From an optimization exercise on the open Yosys and OpenROAD flow, aimed at small area, a short achievable clock period and few clock cycles; shortcuts taken in it are not production practice. The RTL was checked by simulation tests, not by an equivalence proof against the original design. Power figures rest on the tool's default switching activity, not on a simulated workload.

`flow/design.v`:
```
module deco8_decode (
    input  wire        clk,
    input  wire        rst,           
    input  wire        start,         
    input  wire        cartlen_ok,    
    output reg         cart_re,
    output reg  [14:0] cart_addr,
    input  wire [7:0]  cart_rdata,
    output reg         out_re,
    output reg  [17:0] out_raddr,
    input  wire [7:0]  out_rdata,
    output reg         out_we,
    output reg  [17:0] out_waddr,
    output reg  [7:0]  out_wdata,
    output reg         done,
    output reg  [15:0] status,
    output reg  [1:0]  version,
    output reg  [31:0] magic,
    output reg  [15:0] dlen,
    output reg  [15:0] hdr6,
    output reg  [17:0] textlen,
    output reg         text_valid,
    output reg         empty
);
    localparam [31:0] MAGIC_V1 = 32'h3A633A00;
    localparam [31:0] MAGIC_V2 = 32'h00707861;
    localparam [14:0] CODE_BASE = 15'h4300;
    localparam [14:0] BODY_BASE = 15'h4308;
    localparam [14:0] CODE_LEN  = 15'd15616;    
    localparam [13:0] V1_BODY_LEN = 14'd15608;  
    localparam [2:0] K_FORMAT = 3'd1, K_DECODE = 3'd2, K_UNSUP = 3'd3;
    localparam [7:0] C_SHORT_CART = 8'h01, C_UTF8 = 8'h02, C_V1_TRUNC = 8'h03,
                     C_V1_BREF_RANGE = 8'h04, C_V2_CLEN = 8'h05, C_V2_MTF = 8'h06,
                     C_V2_GRAMMAR = 8'h01;
    localparam [3:0] S_IDLE    = 4'd0,
                     S_HDR_RD  = 4'd1,
                     S_HDR_WT  = 4'd2,
                     S_CLASS   = 4'd3,
                     S_V0_RD   = 4'd4,
                     S_V0_WT   = 4'd5,
                     S_V1_CHK  = 4'd6,
                     S_V1_N    = 4'd7,
                     S_V1_M    = 4'd8,
                     S_CP_RD   = 4'd9,
                     S_CP_WT   = 4'd10,
                     S_V2_CHK  = 4'd11,
                     S_V2_RD   = 4'd12,
                     S_V2_WT   = 4'd13,
                     S_FIN     = 4'd14;
    reg [3:0]  state;
    reg [7:0]  hdr [0:7];
    reg [2:0]  hidx;
    reg [1:0]  ver;
    reg [13:0] pos;         
    reg [17:0] olen;        
    reg [7:0]  tok_n;       
    reg [17:0] src;         
    reg [4:0]  cnt;         
    reg [255:0] seen;       
    reg [1:0]  u_need;
    reg [7:0]  u_lo, u_hi;
    reg        u_bad;
    wire [31:0] hdr_magic = {hdr[0], hdr[1], hdr[2], hdr[3]};
    wire [15:0] hdr_dlen  = {hdr[4], hdr[5]};
    wire [15:0] hdr_clen  = {hdr[6], hdr[7]};
    function [7:0] lookup;
        input [5:0] i;
        begin
            case (i)
                6'd0:  lookup = 8'h0A;
                6'd1:  lookup = 8'h20;
                6'd38: lookup = "!";
                6'd39: lookup = "#";
                6'd40: lookup = "%";
                6'd41: lookup = "(";
                6'd42: lookup = ")";
                6'd43: lookup = "{";
                6'd44: lookup = "}";
                6'd45: lookup = "[";
                6'd46: lookup = "]";
                6'd47: lookup = "<";
                6'd48: lookup = ">";
                6'd49: lookup = "+";
                6'd50: lookup = "=";
                6'd51: lookup = "/";
                6'd52: lookup = "*";
                6'd53: lookup = ":";
                6'd54: lookup = ";";
                6'd55: lookup = ".";
                6'd56: lookup = ",";
                6'd57: lookup = "~";
                6'd58: lookup = "_";
                default: begin
                    if (i < 6'd12) lookup = 8'h30 + {2'b00, i} - 8'd2;
                    else           lookup = 8'h61 + {2'b00, i} - 8'd12;
                end
            endcase
        end
    endfunction
    reg        app_en;
    reg [7:0]  app_byte;
    wire [11:0] bref_dist = {tok_n - 8'h3C, 4'b0000} + {8'd0, cart_rdata[7:4]};
    wire [4:0]  bref_len  = {1'b0, cart_rdata[3:0]} + 5'd2;
    reg         fin;
    reg         fin_err;
    reg [2:0]   fin_kind;
    reg [7:0]   fin_cause;
    reg [3:0]   nstate;
    always @(*) begin
        cart_re   = 1'b0;
        cart_addr = 15'd0;
        out_re    = 1'b0;
        out_raddr = src;
        out_we    = 1'b0;
        out_waddr = olen;
        out_wdata = 8'd0;
        app_en    = 1'b0;
        app_byte  = 8'd0;
        fin       = 1'b0;
        fin_err   = 1'b0;
        fin_kind  = 3'd0;
        fin_cause = 8'd0;
        nstate    = state;
        case (state)
            S_IDLE: begin
                if (start) begin
                    if (!cartlen_ok) begin
                        fin = 1'b1; fin_err = 1'b1;
                        fin_kind = K_DECODE; fin_cause = C_SHORT_CART;
                    end else begin
                        nstate = S_HDR_RD;
                    end
                end
            end
            S_HDR_RD: begin
                cart_re   = 1'b1;
                cart_addr = CODE_BASE + {12'd0, hidx};
                nstate    = S_HDR_WT;
            end
            S_HDR_WT: begin
                nstate = (hidx == 3'd7) ? S_CLASS : S_HDR_RD;
            end
            S_CLASS: begin
                if (hdr_magic == MAGIC_V1)      nstate = S_V1_CHK;
                else if (hdr_magic == MAGIC_V2) nstate = S_V2_CHK;
                else                            nstate = S_V0_RD;
            end
            S_V0_RD: begin
                if ({1'b0, pos} == CODE_LEN) begin
                    nstate = S_FIN;
                end else begin
                    cart_re   = 1'b1;
                    cart_addr = CODE_BASE + {1'b0, pos};
                    nstate    = S_V0_WT;
                end
            end
            S_V0_WT: begin
                if (cart_rdata == 8'd0) begin
                    nstate = S_FIN;
                end else begin
                    out_we    = 1'b1;
                    out_wdata = cart_rdata;
                    app_en    = 1'b1;
                    app_byte  = cart_rdata;
                    nstate    = S_V0_RD;
                end
            end
            S_V1_CHK: begin
                if ({2'b00, pos} >= hdr_dlen) begin
                    nstate = S_FIN;
                end else if (pos >= V1_BODY_LEN) begin
                    fin = 1'b1; fin_err = 1'b1;
                    fin_kind = K_DECODE; fin_cause = C_V1_TRUNC;
                end else begin
                    cart_re   = 1'b1;
                    cart_addr = BODY_BASE + {1'b0, pos};
                    nstate    = S_V1_N;
                end
            end
            S_V1_N: begin
                if (cart_rdata != 8'd0 && cart_rdata <= 8'h3B) begin
                    out_we    = 1'b1;
                    out_wdata = lookup(cart_rdata[5:0] - 6'd1);
                    app_en    = 1'b1;
                    app_byte  = out_wdata;
                    nstate    = S_V1_CHK;
                end else if (pos + 14'd1 >= V1_BODY_LEN) begin
                    fin = 1'b1; fin_err = 1'b1;
                    fin_kind = K_DECODE; fin_cause = C_V1_TRUNC;
                end else begin
                    cart_re   = 1'b1;
                    cart_addr = BODY_BASE + {1'b0, pos} + 15'd1;
                    nstate    = S_V1_M;
                end
            end
            S_V1_M: begin
                if (tok_n == 8'd0) begin
                    out_we    = 1'b1;
                    out_wdata = cart_rdata;
                    app_en    = 1'b1;
                    app_byte  = cart_rdata;
                    nstate    = S_V1_CHK;
                end else if ({6'd0, bref_dist} > olen || {7'd0, bref_len} > bref_dist) begin
                    fin = 1'b1; fin_err = 1'b1;
                    fin_kind = K_DECODE; fin_cause = C_V1_BREF_RANGE;
                end else begin
                    nstate = S_CP_RD;
                end
            end
            S_CP_RD: begin
                out_re    = 1'b1;
                out_raddr = src;
                nstate    = S_CP_WT;
            end
            S_CP_WT: begin
                out_we    = 1'b1;
                out_wdata = out_rdata;
                app_en    = 1'b1;
                app_byte  = out_rdata;
                nstate    = (cnt == 5'd1) ? S_V1_CHK : S_CP_RD;
            end
            S_V2_CHK: begin
                if (hdr_clen < 16'd264 || hdr_clen > 16'd15616) begin
                    fin = 1'b1; fin_err = 1'b1;
                    fin_kind = K_FORMAT; fin_cause = C_V2_CLEN;
                end else begin
                    nstate = S_V2_RD;
                end
            end
            S_V2_RD: begin
                cart_re   = 1'b1;
                cart_addr = BODY_BASE + {1'b0, pos};
                nstate    = S_V2_WT;
            end
            S_V2_WT: begin
                if (seen[cart_rdata]) begin
                    fin = 1'b1; fin_err = 1'b1;
                    fin_kind = K_FORMAT; fin_cause = C_V2_MTF;
                end else if (pos == 14'd255) begin
                    if (hdr_dlen != 16'd0) begin
                        fin = 1'b1; fin_err = 1'b1;
                        fin_kind = K_UNSUP; fin_cause = C_V2_GRAMMAR;
                    end else begin
                        nstate = S_FIN;
                    end
                end else begin
                    nstate = S_V2_RD;
                end
            end
            S_FIN: begin
                fin = 1'b1;
                if (u_bad || u_need != 2'd0) begin
                    fin_err = 1'b1; fin_kind = K_DECODE; fin_cause = C_UTF8;
                end
            end
            default: nstate = S_IDLE;
        endcase
        if (fin) nstate = S_IDLE;
    end
    always @(posedge clk) begin
        if (rst) begin
            state      <= S_IDLE;
            done       <= 1'b0;
            status     <= 16'h0000;
            version    <= 2'd3;
            magic      <= 32'd0;
            dlen       <= 16'd0;
            hdr6       <= 16'd0;
            textlen    <= 18'd0;
            text_valid <= 1'b0;
            empty      <= 1'b0;
        end else begin
            state <= nstate;
            done  <= fin;
            if (fin) begin
                status <= {fin_cause, 3'b000, fin_kind, fin_err, 1'b1};
                if (!fin_err) begin
                    version    <= ver;
                    magic      <= hdr_magic;
                    dlen       <= hdr_dlen;
                    hdr6       <= hdr_clen;
                    textlen    <= olen;
                    text_valid <= 1'b1;
                    empty      <= (olen == 18'd0);
                end
            end
            case (state)
                S_IDLE: begin
                    hidx   <= 3'd0;
                    pos    <= 14'd0;
                    olen   <= 18'd0;
                    u_need <= 2'd0;
                    u_bad  <= 1'b0;
                    u_lo   <= 8'h80;
                    u_hi   <= 8'hBF;
                    seen   <= 256'd0;
                end
                S_HDR_WT: begin
                    hdr[hidx] <= cart_rdata;
                    hidx      <= hidx + 3'd1;
                end
                S_CLASS: begin
                    if (hdr_magic == MAGIC_V1)      ver <= 2'd1;
                    else if (hdr_magic == MAGIC_V2) ver <= 2'd2;
                    else                            ver <= 2'd0;
                end
                S_V0_WT: begin
                    pos <= pos + 14'd1;
                end
                S_V1_N: begin
                    tok_n <= cart_rdata;
                    if (cart_rdata != 8'd0 && cart_rdata <= 8'h3B)
                        pos <= pos + 14'd1;
                end
                S_V1_M: begin
                    pos <= pos + 14'd2;
                    src <= olen - {6'd0, bref_dist};
                    cnt <= bref_len;
                end
                S_CP_WT: begin
                    src <= src + 18'd1;
                    cnt <= cnt - 5'd1;
                end
                S_V2_WT: begin
                    seen[cart_rdata] <= 1'b1;
                    pos <= pos + 14'd1;
                end
                default: ;
            endcase
            if (out_we) olen <= olen + 18'd1;
            if (app_en) begin
                if (u_need == 2'd0) begin
                    u_lo <= 8'h80;
                    u_hi <= 8'hBF;
                    if (app_byte < 8'h80) begin
                        u_need <= 2'd0;
                    end else if (app_byte >= 8'hC2 && app_byte <= 8'hDF) begin
                        u_need <= 2'd1;
                    end else if (app_byte == 8'hE0) begin
                        u_need <= 2'd2; u_lo <= 8'hA0;
                    end else if (app_byte == 8'hED) begin
                        u_need <= 2'd2; u_hi <= 8'h9F;
                    end else if (app_byte >= 8'hE1 && app_byte <= 8'hEF) begin
                        u_need <= 2'd2;
                    end else if (app_byte == 8'hF0) begin
                        u_need <= 2'd3; u_lo <= 8'h90;
                    end else if (app_byte == 8'hF4) begin
                        u_need <= 2'd3; u_hi <= 8'h8F;
                    end else if (app_byte >= 8'hF1 && app_byte <= 8'hF3) begin
                        u_need <= 2'd3;
                    end else begin
                        u_bad <= 1'b1;
                    end
                end else begin
                    u_lo <= 8'h80;
                    u_hi <= 8'hBF;
                    if (app_byte >= u_lo && app_byte <= u_hi)
                        u_need <= u_need - 2'd1;
                    else
                        u_bad <= 1'b1;
                end
            end
        end
    end
endmodule
```
`flow/config.mk`:
```
export PLATFORM = sky130hd
export DESIGN_NAME = deco8_decode
export DESIGN_NICKNAME = deco8_decode
export VERILOG_FILES = /design/flow/design.v
export SDC_FILE = /design/flow/constraint.sdc
export NUM_CORES = 4
export LEC_CHECK = 0
export CAP_MARGIN = 20
export CORE_MARGIN = 2
export CORE_UTILIZATION = 40
export SLEW_MARGIN = 20
```
`flow/run.sh`:
```
#!/bin/bash
# synth_recipe.tcl (not shown) runs the flow's synth.tcl, then flattens the netlist and writes it again
# the make line also repeats each setting of config.mk as NAME=value (left out here)
make -C /OpenROAD-flow-scripts/flow DESIGN_CONFIG=/design/flow/config.mk WORK_HOME=/design/flow/orfs CLKGATE_MAP_FILE= SYNTH_SCRIPT=/design/flow/synth_recipe.tcl finish
```
`flow/constraint.sdc`:
```
create_clock -name core_clock -period 10.0 [get_ports {clk}]
set_input_delay 2.0000 -clock core_clock [delete_from_list [all_inputs] [get_ports {clk}]]
set_output_delay 2.0000 -clock core_clock [all_outputs]
set_load 0.01 [all_outputs]
```
==> impl_table.tex <==
\begin{tabular}{lr}
\hline
Metric & Value \\
\hline
\multicolumn{2}{l}{\textbf{Status}} \\
Result of the run & timing/DRC/antenna clean \\
\multicolumn{2}{l}{\textbf{Global route}} \\
Total grt overflow & 0 \\
First-pass GRT wire length & 125,000 um \\
GRT Total Usage & 23.7\% \\
Pin count of the biggest net entering global routing & 175 \\
Via count of the first global-routing pass & 20,551 \\
Antenna violations before repair & 1 \\
\multicolumn{2}{l}{\textbf{STA}} \\
Crit path time final & 8.35 ns \\
Worst setup slack after layout & 1.65 ns \\
Setup clock skew after layout & 0.0236 ns \\
Max-slew violations & 0 \\
Aggregate negative setup slack & 0 ns \\
Setup violators final & 0 \\
Maximum frequency from static timing analysis & 120 MHz \\
Setup repair after global routing missed its margin & no \\
Count of endpoints failing hold in the final timing report & 0 \\
Slew at the pin closest to its max-slew limit & 1.28 ns \\
Ratio of final minimum period to clock period & 83.5\% \\
Tightest slew margin relative to the limit & 14.2\% \\
\multicolumn{2}{l}{\textbf{Yosys}} \\
Simple-gate portion of the synthesized area & 16.5\% \\
Top cells by area in the synthesized netlist & sky130\_fd\_sc\_hd\_\_edfxtp\_1, sky130\_fd\_sc\_hd\_\_a21oi\_1, sky130\_fd\_sc\_hd\_\_dfxtp\_1 \\
Post-synthesis compound-gate area fraction & 14.9\% \\
Fraction of registers with async set/reset & 0\% \\
Share of cell area taken by muxes after synthesis & 6.48\% \\
FF+latch count, synth & 493 \\
Area fraction of the dominant cell type after synthesis & 45.0\% \\
Post-synthesis share of cell area spent on full adders, half adders and majority gates & 3.20\% \\
Count of flip-flops with a built-in enable after synthesis & 395 \\
Combinational family with the most area after synthesis & simple AND/OR/NAND/NOR gates \\
Distinct cell type count of the synthesized netlist & 89 \\
Most frequent cells after synthesis & sky130\_fd\_sc\_hd\_\_a21oi\_1, sky130\_fd\_sc\_hd\_\_nor2\_1, sky130\_fd\_sc\_hd\_\_edfxtp\_1 \\
Most frequent cell after synthesis & sky130\_fd\_sc\_hd\_\_a21oi\_1 \\
Sequential cell area fraction in the yosys report & 52.4\% \\
Largest area contributor in the netlist & sky130\_fd\_sc\_hd\_\_edfxtp\_1 \\
Synthesized cell area & 26,400 um\^{}2 \\
Instance count of the mapped netlist & 2,618 \\
Mean instance size in the synthesized netlist & 10.1 um\^{}2 \\
Parity-gate share of the synthesized area counting xor and xnor cells & 2.91\% \\
Most common flop cell mapped by yosys & sky130\_fd\_sc\_hd\_\_edfxtp\_1 \\
Total of warnings raised by yosys & 1 \\
\multicolumn{2}{l}{\textbf{Clock network}} \\
Buffer cell driving the clock tree root & sky130\_fd\_sc\_hd\_\_clkbuf\_16 \\
Post-CTS setup buffer count & 0 \\
Clock-pin slew on the worst setup and hold paths & 0.06 ns \\
Total CTS buffers & 54 \\
Resize count post-CTS & 0 \\
CTS sink cnt & 493 \\
Clock insertion delay at the later pin of the skew report & 0.60 ns \\
TritonCTS clock tree & built \\
Clk buf depth & 3 \\
Total of hold buffers inserted after clock tree synthesis & 0 \\
Number of H-tree levels & 2 \\
\multicolumn{2}{l}{\textbf{Worst setup path}} \\
Critical Path Start Type & input port \\
Minimum setup slack among reg-to-reg paths & 5.40 ns \\
Reg-to-reg startpoint & state[2] \\
Ordered cell list for the critical path & clkdlybuf4s50\_1 > inv\_1 > xnor2\_2 > or3\_1 > a21oi\_2 > or3\_1 > or4\_1 > a21o\_1 > inv\_2 > clkdlybuf4s50\_1 \\
Arrival time reported for the critical path endpoint & 6.35 ns \\
Worst path slowest cell & sky130\_fd\_sc\_hd\_\_clkdlybuf4s50\_1 \\
Worst R2R Path Depth & 13 \\
Maximum net fanout on the critical path & 13 \\
Largest stage delay on the critical path & 0.93 ns \\
Start-to-end type of the worst setup path & in2out \\
Element type at the critical path end & primary output \\
Required arrival time at the worst endpoint & 8.00 ns \\
R2r endpoint & u\_need[1] \\
\multicolumn{2}{l}{\textbf{Placed design}} \\
Total instance count after detailed placement & 3,545 \\
Routability congestion estimate from global placement & 0.917 \\
Worst-case setup slack after placement & 1.75 ns \\
Sum of net half-perimeters after detailed placement & 54,900 um \\
Count of buffers from port buffering & 175 \\
\multicolumn{2}{l}{\textbf{Power}} \\
Switching power of the nets & 2.24 mW \\
Switching part of the total power & 32.3\% \\
Share of power burned in registers & 45.8\% \\
Ratio of total power to cell area & 224 nW/um\^{}2 \\
Clock share of power & 30.0\% \\
Logic pwr share & 24.2\% \\
Lkg Pwr & 10.6 nW \\
Maximum VDD drop & 197 uV \\
Cell-internal power & 4.68 mW \\
\multicolumn{2}{l}{\textbf{Finish}} \\
Final instance count without filler cells & 3,647 \\
End-of-flow core utilization & 47.1\% \\
Synth-to-Final Area Change & 17.1\% \\
NumNets Final & 2,825 \\
Share of post-route cells with drive strength above 1 & 8.99\% \\
\multicolumn{2}{l}{\textbf{Route}} \\
Post-route DRC & 0 \\
Router iterations before antenna repair & 6 \\
Average detailed-routed wire length per instance & 22.6 um \\
Vias/cell & 5.89 \\
Vias & 21,465 \\
Total Routed Length & 82,200 um \\
Antenna viol nets, final & 0 \\
Starting DRC count in detailed routing & 2,355 \\
\multicolumn{2}{l}{\textbf{Die}} \\
Height of the die & 261 um \\
Die footprint & 68,000 um\^{}2 \\
Effective utilization at floorplan & 40.2\% \\
Die boundary width & 261 um \\
Top-level port count & 185 \\
Core ar. & 65,500 um\^{}2 \\
Cell row count & 94 \\
\multicolumn{2}{l}{\textbf{Worst hold path}} \\
Min-delay worst type & reg2reg \\
Worst hold path endpoint & status[0] \\
Worst Hold Launch & status[0] \\
Cell count of the worst hold path & 2 \\
\multicolumn{2}{l}{\textbf{Job}} \\
Number of max-cap violations & 0 \\
\hline
\end{tabular}
## logic make-up (layout without fill, tap and decap cells)
logic type / after synthesis / count (layout)
AND/OR/NAND/NOR: 971 / 971
AO/OA/AOI/OAI: 664 / 664
flip-flops: 493 / 493
buffers and inverters: 228 / 384
multiplexers: 110 / 110
XOR/XNOR: 84 / 84
adder cells (fa/ha/maj): 67 / 67
other: 1 / 10
## critical path, delay by kind of cell
kind	cells	cell delay, ns
and+or+nand+nor	3	1.16
xor gates and xnor gates	1	0.62
AOI/OAI and AO/OA	2	0.36
buffers and inverters	4	2.18
## registers in the layout (all words and copies together), names as in the netlist, 2 cells and up
name / flops
textlen: 18
state: 4
version: 2
dlen: 16
hidx: 3
status: 7
hdr6: 16
cnt: 5
hdr: 64
magic: 32
u_lo: 2
tok_n: 8
seen: 256
u_need: 2
pos: 14
ver: 2
olen: 18
u_hi: 2
src: 18
## power groups by stage
stage / clock, mW / sequential (mW) / combinational, mW
after CTS: 2.11 / 3.15 / 1.67
after global placement: 0 / 3.17 / 1.64
after floorplan: 0 / 3.09 / 1.17
final: 2.07 / 3.17 / 1.67
after global routing: 2.18 / 3.23 / 1.83
after detailed placement: 0 / 3.19 / 1.65
## metrics by stage
stage | power (mW) | instance area [um^2] | hold slack [ns]
global placement | 4.80 | 29000 | 0.439
detailed placement | 4.84 | 29000 | 0.439
floorplan | 4.26 | 26400 | 0.433
global route | 7.24 | 30900 | 0.474
CTS | 6.92 | 30800 | 0.454
finish | 6.91 | 30900 | 0.448
## worst max-delay path by stage
stage               cells past startpoint          start  slack, ns           end
finish                                 10  cart_rdata[4]       1.65  out_wdata[4]
global placement                       10  cart_rdata[4]       1.72  out_wdata[4]
CTS                                    10  cart_rdata[4]       1.74  out_wdata[4]
floorplan                               3            rst       0.14       seen[0]
detailed placement                     10  cart_rdata[4]       1.75  out_wdata[4]
global route                           10  cart_rdata[4]       1.51  out_wdata[4]
## cell type report
class,count,area [um^2]
Multi-Input combinational cell,1905,11800
Clock buffer,70,1490
Sequential cell,493,13800
Fill cell,6059,34600
Antenna cell,1,2.50
Timing Repair Buffer,219,2110
Clock inverter,29,344
Tap cell,864,1080
Inverter,66,248
## metal layers
metal / global-route usage (%) / part of all wire [%] / up-vias
met1: 33.0 / 43 / 10521
met2: 38.2 / 47 / 948
li1: - / - / 9831
met4: 7.14 / 2.8 / 2
met3: 3.51 / 7.6 / 163
met5: 0 / 0.016 / -
## placed cells by master (no fill, tap or decap), types with 39 or more instances in the layout
cell type | netlist | routed
sky130_fd_sc_hd__a21oi_1 | 411 | 409
sky130_fd_sc_hd__nor2_1 | 402 | 395
sky130_fd_sc_hd__edfxtp_1 | 395 | 395
sky130_fd_sc_hd__nand2_1 | 279 | 278
sky130_fd_sc_hd__clkdlybuf4s50_1 | 0 | 171
sky130_fd_sc_hd__dfxtp_1 | 98 | 98
sky130_fd_sc_hd__o21ai_0 | 68 | 68
sky130_fd_sc_hd__ha_1 | 65 | 65
sky130_fd_sc_hd__inv_1 | 62 | 62
sky130_fd_sc_hd__clkbuf_16 | 0 | 56
sky130_fd_sc_hd__nand3_1 | 54 | 53
sky130_fd_sc_hd__mux2i_1 | 48 | 48
sky130_fd_sc_hd__mux4_2 | 47 | 47
sky130_fd_sc_hd__xnor2_1 | 46 | 46
sky130_fd_sc_hd__buf_4 | 13 | 41
sky130_fd_sc_hd__nor3_1 | 44 | 39
Testbench counts, summed over its fixed seeds: cycles 833,119.

-- port drivers added, routing unchanged --
How much do the figures lean on ideal ports? The routed layout below was timed once more, with nothing changed but the port constraints. Step 1 (the two cells are an assumption about what drives the block):
set clk [get_ports {clk}]
set_driving_cell -lib_cell sky130_fd_sc_hd__clkbuf_16 $clk
set_driving_cell -lib_cell sky130_fd_sc_hd__buf_2 [delete_from_list [all_inputs] $clk]
Step 2 adds t to the input delays and takes it off the output delays; t is the mean of the earliest and latest rising clock arrival at the registers after step 1. Input paths then give back, and output paths get back, about the clock's delay inside the block. a / b / c = ideal / step 1 / step 2; a / b = the first two.
t (ns): 0.653
setup slack, ns: 1.654 / 1.622 / 1.622
worst setup path after step 2: input to output
latest minus earliest clock arrival (ns): 0.037 / 0.037
pins driven straight from the clock port: 1
After both steps setup and hold are still met in this run. For this run, drivers alone change the setup slack by -0.032 ns; drivers and shift together by -0.032 ns.
